This is an optimization exercise on Yosys and OpenROAD, whose aim is a short achievable clock period, not a production implementation.
Function was checked by simulation only, so behaviour that the tests miss may differ from the original.

==> inputs of run a <==
==> flow/design.v <==
module alarm_dueby #(
    parameter W = 16
) (
    input  wire [W-1:0] c,        
    input  wire [W-1:0] nsched,   
    input  wire [W-1:0] nextra,   
    output wire         due
);
    wire [W-1:0] s = c ^ nextra ^ nsched;
    wire [W-1:0] k = (c & nextra) | (c & nsched) | (nextra & nsched);
    localparam N = W - 1;
    wire [N-1:0] kk = {k[N-2:0], 1'b0};
    wire [N-1:0] g0 = s[N-1:0] & kk;
    wire [N-1:0] p0 = s[N-1:0] | kk;
    localparam L = (N > 32) ? 6 : (N > 16) ? 5 : (N > 8) ? 4 : (N > 4) ? 3 : (N > 2) ? 2 : 1;
    wire [N-1:0] g [0:L];
    wire [N-1:0] p [0:L];
    assign g[0] = g0;
    assign p[0] = p0;
    genvar l, i;
    generate
        for (l = 0; l < L; l = l + 1) begin : lvl
            for (i = 0; i < N; i = i + 1) begin : bt
                if (i >= (1 << l)) begin : comb
                    assign g[l+1][i] = g[l][i] | (p[l][i] & g[l][i - (1 << l)]);
                    assign p[l+1][i] = p[l][i] & p[l][i - (1 << l)];
                end else begin : thru
                    assign g[l+1][i] = g[l][i];
                    assign p[l+1][i] = p[l][i];
                end
            end
        end
    endgenerate
    wire carry = g[L][N-1];       
    wire top   = s[W-1] ^ k[W-2];
    assign due = ~(top ^ carry);
endmodule
module alarm_timer #(
    parameter TW = 32,
    parameter W  = 24,
    parameter S  = 8
) (
    input  wire          clk,
    input  wire          rst,
    input  wire [TW-1:0] now,
    input  wire [2:0]    t_op,
    input  wire [W-1:0]  t_arg,
    output wire          t_due
);
    reg  [W-1:0] nsched;
    wire [W-1:0] c  = now[S +: W];
    wire [W-1:0] na = ~t_arg;
    wire [W-1:0] nc = ~c;
    wire due;
    alarm_dueby #(.W(W)) u_cmp (
        .c      (c),
        .nsched (nsched),
        .nextra (na),
        .due    (due)
    );
    wire op_due = (t_op == 3'd3) | (t_op == 3'd4) | (t_op == 3'd5);
    assign t_due = due & op_due & ~rst;
    wire [W-1:0] n_set    = nc + na + 3;       
    wire [W-1:0] n_now    = nc + 2;            
    wire [W-1:0] n_repeat = nsched + na + 1;   
    always @(posedge clk) begin
        if (rst) begin
            nsched <= {{(W-1){1'b0}}, 1'b1};
        end else begin
            case (t_op)
                3'd1:    nsched <= n_set;
                3'd2:    nsched <= n_now;
                3'd4:    if (due) nsched <= n_now;
                3'd5:    if (due) nsched <= n_repeat;
                default: nsched <= nsched;
            endcase
        end
    end
endmodule
module dmx_frame_decoder (
    input  wire        clk,
    input  wire        rst,
    input  wire        init,
    input  wire        in_valid,
    output wire        in_ready,
    input  wire [7:0]  in_data,
    input  wire [31:0] now,
    output reg         sink_cfg_valid,
    output reg  [9:0]  sink_cfg_count,
    output reg         sink_wr_valid,
    output reg  [8:0]  sink_wr_index,
    output reg  [7:0]  sink_wr_data,
    output reg         ok_pulse,
    output reg         err_pulse,
    output reg  [7:0]  err_tag,
    output reg         ok_indicator
);
    localparam [7:0] TAG_M    = 8'h4D;
    localparam [7:0] TAG_R    = 8'h52;
    localparam [7:0] TAG_ZERO = 8'h30;
    localparam [7:0] TAG_C    = 8'h43;
    reg        st_start, st_cmd, st_low, st_high, st_data;
    reg [7:0]  low;         
    reg [9:0]  active;      
    reg [9:0]  windex;      
    reg        more;        
    reg [15:0] nidle;       
    assign in_ready = ~(rst | init);
    wire       clr    = rst | init;
    wire       accept = in_valid & ~clr;
    wire [7:0] ch     = in_data;
    wire [15:0] c     = now[15:0];
    wire [15:0] idle_sum = c + nidle;
    wire idle_due = ~idle_sum[15];
    wire is_7e = (ch == 8'h7E);
    wire is_06 = (ch == 8'h06);
    wire is_e7 = (ch == 8'hE7);
    wire resync = ~st_start & is_7e & idle_due;
    wire low_zero = (low == 8'd0);
    wire d_zero   = low_zero & (ch == 8'd0);
    wire d_over   = (ch[7:2] != 6'd0) | (ch[1] & (ch[0] | ~low_zero));
    wire d_neq    = (ch[7:2] != 6'd0) | (ch[1:0] != active[9:8]) |
                    (low != active[7:0]);
    wire d_ok     = ~d_zero & ~d_over;
    wire err_disp = (st_start & ~is_7e) | (st_cmd & ~is_06) |
                    (st_high & ~d_ok) | (st_data & ~more & ~is_e7);
    wire err      = resync | err_disp;
    wire write    = st_data & more & ~resync;
    wire fin_ok   = st_data & ~more & is_e7;
    wire [9:0] windex_inc = windex + 10'd1;
    always @(posedge clk) begin
        sink_cfg_valid <= clr | (accept & (err | (st_high & d_neq)));
        sink_wr_valid  <= accept & write;
        ok_pulse       <= accept & fin_ok;
        err_pulse      <= accept & err;
        sink_cfg_count <= (~clr & st_high & ~d_over) ? {ch[1:0], low} : 10'd0;
        sink_wr_index  <= windex[8:0];
        sink_wr_data   <= ch;
        err_tag        <= resync ? TAG_R :
                          st_high ? (d_zero ? TAG_ZERO : TAG_C) : TAG_M;
        if (clr) begin
            st_start     <= 1'b1;
            st_cmd       <= 1'b0;
            st_low       <= 1'b0;
            st_high      <= 1'b0;
            st_data      <= 1'b0;
            active       <= 10'd0;
            windex       <= 10'd0;
            ok_indicator <= 1'b0;
            nidle        <= ~c + 16'hFF39;
        end else if (accept) begin
            nidle    <= ~c + 16'hFF39;
            st_start <= ~resync & ((st_start & ~is_7e) | (st_cmd & ~is_06) |
                        (st_high & ~d_ok) | (st_data & ~more));
            st_cmd   <= resync | (st_start & is_7e);
            st_low   <= ~resync & st_cmd & is_06;
            st_high  <= ~resync & st_low;
            st_data  <= ~resync & ((st_high & d_ok) | (st_data & more));
            if (st_low)
                low <= ch;
            if (err)
                active <= 10'd0;
            else if (st_high)
                active <= {ch[1:0], low};
            windex <= write ? windex_inc : 10'd0;
            more   <= st_high | (windex_inc != active);
            if (err)
                ok_indicator <= 1'b0;
            else if (fin_ok)
                ok_indicator <= 1'b1;
        end
    end
endmodule
module dmx_core (
    input  wire        clk,
    input  wire        rst,
    input  wire [31:0] now,
    input  wire        init,
    input  wire        in_valid,
    output wire        in_ready,
    input  wire [7:0]  in_data,
    output wire        sink_cfg_valid,
    output wire [9:0]  sink_cfg_count,
    output wire        sink_wr_valid,
    output wire [8:0]  sink_wr_index,
    output wire [7:0]  sink_wr_data,
    output wire        ok_pulse,
    output wire        err_pulse,
    output wire [7:0]  err_tag,
    output wire        ok_indicator,
    input  wire [2:0]  t_op,
    input  wire [23:0] t_arg,
    output wire        t_due
);
    dmx_frame_decoder u_dec (
        .clk            (clk),
        .rst            (rst),
        .init           (init),
        .in_valid       (in_valid),
        .in_ready       (in_ready),
        .in_data        (in_data),
        .now            (now),
        .sink_cfg_valid (sink_cfg_valid),
        .sink_cfg_count (sink_cfg_count),
        .sink_wr_valid  (sink_wr_valid),
        .sink_wr_index  (sink_wr_index),
        .sink_wr_data   (sink_wr_data),
        .ok_pulse       (ok_pulse),
        .err_pulse      (err_pulse),
        .err_tag        (err_tag),
        .ok_indicator   (ok_indicator)
    );
    alarm_timer #(
        .TW (32),
        .W  (24),
        .S  (8)
    ) u_timer (
        .clk   (clk),
        .rst   (rst),
        .now   (now),
        .t_op  (t_op),
        .t_arg (t_arg),
        .t_due (t_due)
    );
endmodule
==> flow/flow/run.sh <==
#!/bin/bash
# The standard layout (standard.sh), with the standard flow's synthesis run through
# synth_delay.tcl: the same synthesis, but ABC maps the logic with the
# delay-driven abc_delay.script, and the full-/half-adder cell extraction is
# off so that ABC sees the arithmetic as plain logic. Everything after
# synthesis is the standard flow. Output goes to standard.log; each tool's
# own log is under orfs/logs/.
set -euo pipefail
here=$(cd "$(dirname "${BASH_SOURCE[0]}")" && pwd)
export FLOW_SYNTH_TCL="$PWD/synth_recipe.tcl"
bash standard.sh SYNTH_SCRIPT="$here/synth_delay.tcl" ADDER_MAP_FILE= finish > standard.log 2>&1
==> flow/flow/abc_delay.script <==
strash
dch -f
map -D 500
topo
buffer -c
upsize -c -D 500
dnsize -c -D 500
==> flow/flow/synth_delay.tcl <==
# The standard flow's synthesis (synth_recipe.tcl, beside the work folder) with one change:
# the ABC run that maps the logic uses the delay-driven script in this folder
# (classic "map" with a tight delay target) instead of ORFS's abc_speed.script.
# Registers, their names and cell types are left exactly as the standard flow's synthesis
# makes them.
set ::delay_abc_script [file join [file dirname [info script]] abc_delay.script]
proc abc {args} {
    set i [lsearch -exact $args -script]
    if { $i >= 0 } {
        set args [lreplace $args [expr {$i + 1}] [expr {$i + 1}] $::delay_abc_script]
    }
    yosys abc {*}$args
}
source $::env(FLOW_SYNTH_TCL)
==> flow/standard.sh <==
#!/bin/bash
# synth_recipe.tcl (not shown) runs the flow's synth.tcl, then flattens the netlist and writes it again
# the make line also repeats each setting of config.mk as NAME=value (left out here)
make -C /OpenROAD-flow-scripts/flow DESIGN_CONFIG=/design/flow/config.mk WORK_HOME=/design/flow/orfs CLKGATE_MAP_FILE= SYNTH_SCRIPT=/design/flow/synth_recipe.tcl "${@:-finish}"
==> flow/config.mk <==
export PLATFORM = sky130hd
export DESIGN_NAME = dmx_core
export DESIGN_NICKNAME = dmx_core
export VERILOG_FILES = /design/flow/design.v
export SDC_FILE = /design/flow/constraint.sdc
export NUM_CORES = 4
export LEC_CHECK = 0
export CAP_MARGIN = 20
export CORE_MARGIN = 2
export CORE_UTILIZATION = 60
export SETUP_SLACK_MARGIN = 4.0
export SLEW_MARGIN = 20
==> flow/constraint.sdc <==
create_clock -name core_clock -period 7.0 [get_ports {clk}]
set_input_delay 1.4000 -clock core_clock [delete_from_list [all_inputs] [get_ports {clk}]]
set_output_delay 1.4000 -clock core_clock [all_outputs]
set_load 0.01 [all_outputs]
==> run b (differences from run a) <==
--- a/flow/design.v
+++ b/flow/design.v
@@ -60,6 +60,8 @@
     );
     wire op_due = (t_op == 3'd3) | (t_op == 3'd4) | (t_op == 3'd5);
     assign t_due = due & op_due & ~rst;
+    wire [W-1:0] usum = c + na + nsched;
+    wire due_u = ~usum[W-1];
     wire [W-1:0] n_set    = nc + na + 3;       
     wire [W-1:0] n_now    = nc + 2;            
     wire [W-1:0] n_repeat = nsched + na + 1;   
@@ -70,8 +72,8 @@
             case (t_op)
                 3'd1:    nsched <= n_set;
                 3'd2:    nsched <= n_now;
-                3'd4:    if (due) nsched <= n_now;
-                3'd5:    if (due) nsched <= n_repeat;
+                3'd4:    if (due_u) nsched <= n_now;
+                3'd5:    if (due_u) nsched <= n_repeat;
                 default: nsched <= nsched;
             endcase
         end
==> flow/flow/run.sh (replaced) <==
#!/bin/bash
# The standard layout (standard.sh), with the standard flow's synthesis run through
# synth_delay.tcl: the same synthesis, but ABC maps the logic with the
# delay-driven abc_delay.script, and the full-/half-adder cell extraction is
# off so that ABC sees the arithmetic as plain logic. Pin placement gets the
# constraints in io_pins.tcl (sourced just before ORFS's place_pins).
# Global placement weights the nets of critical paths more heavily
# (GLOBAL_PLACEMENT_ARGS). Everything else is the standard flow. Output goes to standard.log; each
# tool's own log is under orfs/logs/.
set -euo pipefail
here=$(cd "$(dirname "${BASH_SOURCE[0]}")" && pwd)
export FLOW_SYNTH_TCL="$PWD/synth_recipe.tcl"
bash standard.sh SYNTH_SCRIPT="$here/synth_delay.tcl" ADDER_MAP_FILE= \
    PRE_IO_PLACEMENT_TCL="$here/io_pins.tcl" \
    GLOBAL_PLACEMENT_ARGS="-timing_driven_net_weight_max 8 -timing_driven_nets_percentage 5" \
    MATCH_CELL_FOOTPRINT=0 finish > standard.log 2>&1
==> flow/flow/abc_delay.script (replaced) <==
strash
dch -f
map -r -D 500
topo
buffer -c
upsize -c -D 500
dnsize -c -D 500
==> flow/flow/io_pins.tcl (new file) <==
# Pin placement hook, sourced just before ORFS's place_pins.
# The stand-alone timer's inputs and its combinational output t_due sit
# side by side on the bottom edge, in bit order, so that the due test's
# logic cone is compact; in_ready sits next to its inputs rst and init.
set_io_pin_constraint -group -order -region bottom:* -pin_names {t_arg[0] now[8] t_arg[1] now[9] t_arg[2] now[10] t_arg[3] now[11] t_arg[4] now[12] t_arg[5] now[13] t_arg[6] now[14] t_arg[7] now[15] t_arg[8] now[16] t_arg[9] now[17] t_arg[10] now[18] t_arg[11] now[19] t_op[0] t_op[1] t_op[2] t_due rst init in_ready t_arg[12] now[20] t_arg[13] now[21] t_arg[14] now[22] t_arg[15] now[23] t_arg[16] now[24] t_arg[17] now[25] t_arg[18] now[26] t_arg[19] now[27] t_arg[20] now[28] t_arg[21] now[29] t_arg[22] now[30] t_arg[23] now[31]}
- CORE_UTILIZATION: 60 -> 40
- SETUP_SLACK_MARGIN: 4.0 -> 3.0
==> run c (differences from run a) <==
==> flow/flow/run.sh (replaced) <==
#!/bin/bash
# The standard layout (standard.sh), with the standard flow's synthesis run through
# synth_delay.tcl: the same synthesis, but ABC maps the logic with the
# delay-driven abc_delay.script, and the full-/half-adder cell extraction is
# off so that ABC sees the arithmetic as plain logic. Pin placement gets the
# constraints in io_pins.tcl (sourced just before ORFS's place_pins).
# Everything else is the standard flow. Output goes to standard.log; each
# tool's own log is under orfs/logs/.
set -euo pipefail
here=$(cd "$(dirname "${BASH_SOURCE[0]}")" && pwd)
export FLOW_SYNTH_TCL="$PWD/synth_recipe.tcl"
bash standard.sh SYNTH_SCRIPT="$here/synth_delay.tcl" ADDER_MAP_FILE= \
    PRE_IO_PLACEMENT_TCL="$here/io_pins.tcl" finish > standard.log 2>&1
==> flow/flow/io_pins.tcl (new file) <==
# Pin placement hook, sourced just before ORFS's place_pins.
# The stand-alone timer's inputs and its combinational output t_due sit
# side by side on the bottom edge, in bit order, so that the due test's
# logic cone is compact; in_ready sits next to its inputs rst and init.
set_io_pin_constraint -group -order -region bottom:* -pin_names {t_arg[0] now[8] t_arg[1] now[9] t_arg[2] now[10] t_arg[3] now[11] t_arg[4] now[12] t_arg[5] now[13] t_arg[6] now[14] t_arg[7] now[15] t_arg[8] now[16] t_arg[9] now[17] t_arg[10] now[18] t_arg[11] now[19] t_op[0] t_op[1] t_op[2] t_due rst init in_ready t_arg[12] now[20] t_arg[13] now[21] t_arg[14] now[22] t_arg[15] now[23] t_arg[16] now[24] t_arg[17] now[25] t_arg[18] now[26] t_arg[19] now[27] t_arg[20] now[28] t_arg[21] now[29] t_arg[22] now[30] t_arg[23] now[31]}
- CORE_UTILIZATION: 60 -> 40
- PLACE_DENSITY: default -> 0.85
- SETUP_SLACK_MARGIN: 4.0 -> 3.0
==> out/results.ini <==
[status]
outcome=complete, no violations

[synthesis]
synth.avg_cell_area_sq_um=6.41
synth_top_area_share_pct=11.4
yosysSeqAreaShare_pct=16.3
syn_inst=2387
synth_area_leaders=dfxtp_1, nand2_1, nand3_1
synth_simple_gate_area_share_pct=48.6
netlist-cell-type-count=74
synth_common_cells=nand2_1, nand3_1, nand4_1, nor2_1, a21oi_1
synthXorXnorAreaFrac_pct=1.68

[place]
pre_cts_slack_ns=0.833
postPlaceCellArea_sq_um=16500
hpwlAfterDp_mm=58.5
dp.cells=2898

[floorplanning]
chipWidth_um=200
die_y_um=200

[grt]
grt_usage_pct=36.7
met2_usage_pct=60.5
met3_usage_pct=6.53

[clocking]
cts-resized-gates=373
cts_setup_buffers=25

# the run above: run b

==> out/results.ini <==
[status]
outcome=complete, no violations

[synthesis]
synth_simple_gate_area_share_pct=43.3
synth_area_leaders=dfxtp_1, nand2_1, nand3_1
yosysSeqAreaShare_pct=23.5
netlist-cell-type-count=70
synthXorXnorAreaFrac_pct=2.88
synth_common_cells=nand2_1, nand3_1, nor2_1, inv_1, a21oi_1
syn_inst=1704
synth_top_area_share_pct=16.5

[floorplanning]
die_y_um=167
chipWidth_um=167

[clocking]
cts-resized-gates=492
cts_setup_buffers=25

[place]
pre_cts_slack_ns=1.01
dp.cells=2121
hpwlAfterDp_mm=39.0
postPlaceCellArea_sq_um=12100

[grt]
met3_usage_pct=7.15
grt_usage_pct=34.2
met2_usage_pct=54.5

[finish]
num-fill-cells=2641

# the run above: run c

==> out/results.ini <==
[synthesis]
yosysSeqAreaShare_pct=23.5
synth_simple_gate_area_share_pct=43.3
syn_inst=1704

[status]
error=[ERROR GRT-0232] Routing congestion too high. Check the congestion heatmap in the GUI.
outcome=stopped before the end
haltStage=global routing

[clocking]
cts_setup_buffers=87

[grt]
met2_usage_pct=91.3

[floorplanning]
die_y_um=137

[place]
hpwlAfterDp_mm=31.6

# the run above: run a

==> port drivers added, routing unchanged <==
No port has a modelled driver above. Below, the same layouts with a new extraction and two added sets of constraints. Step 1: set_driving_cell puts a clkbuf_16 on clk and a buf_2 on each other input, an assumption about the parent block. Step 2 moves the port delays by t, midway between the first and last clock arrival at a register: inputs arrive t later, outputs are due t later. That takes back most of the time a late clock gives input paths. Three values: ideal ports, drivers, drivers and shift; two values: the first two.
run | shift t [ns] | setup WS [ns] | worst setup path at the end
run b | 0.465 | 2.579 / 2.508 / 2.508 | input to output
run c | 0.418 | 2.410 / 2.316 / 2.316 | input to output
After both steps setup and hold are still met in every run listed. The setup slack of run c, which loses most, moves by -0.094 ns with the drivers and by -0.094 ns with both steps.
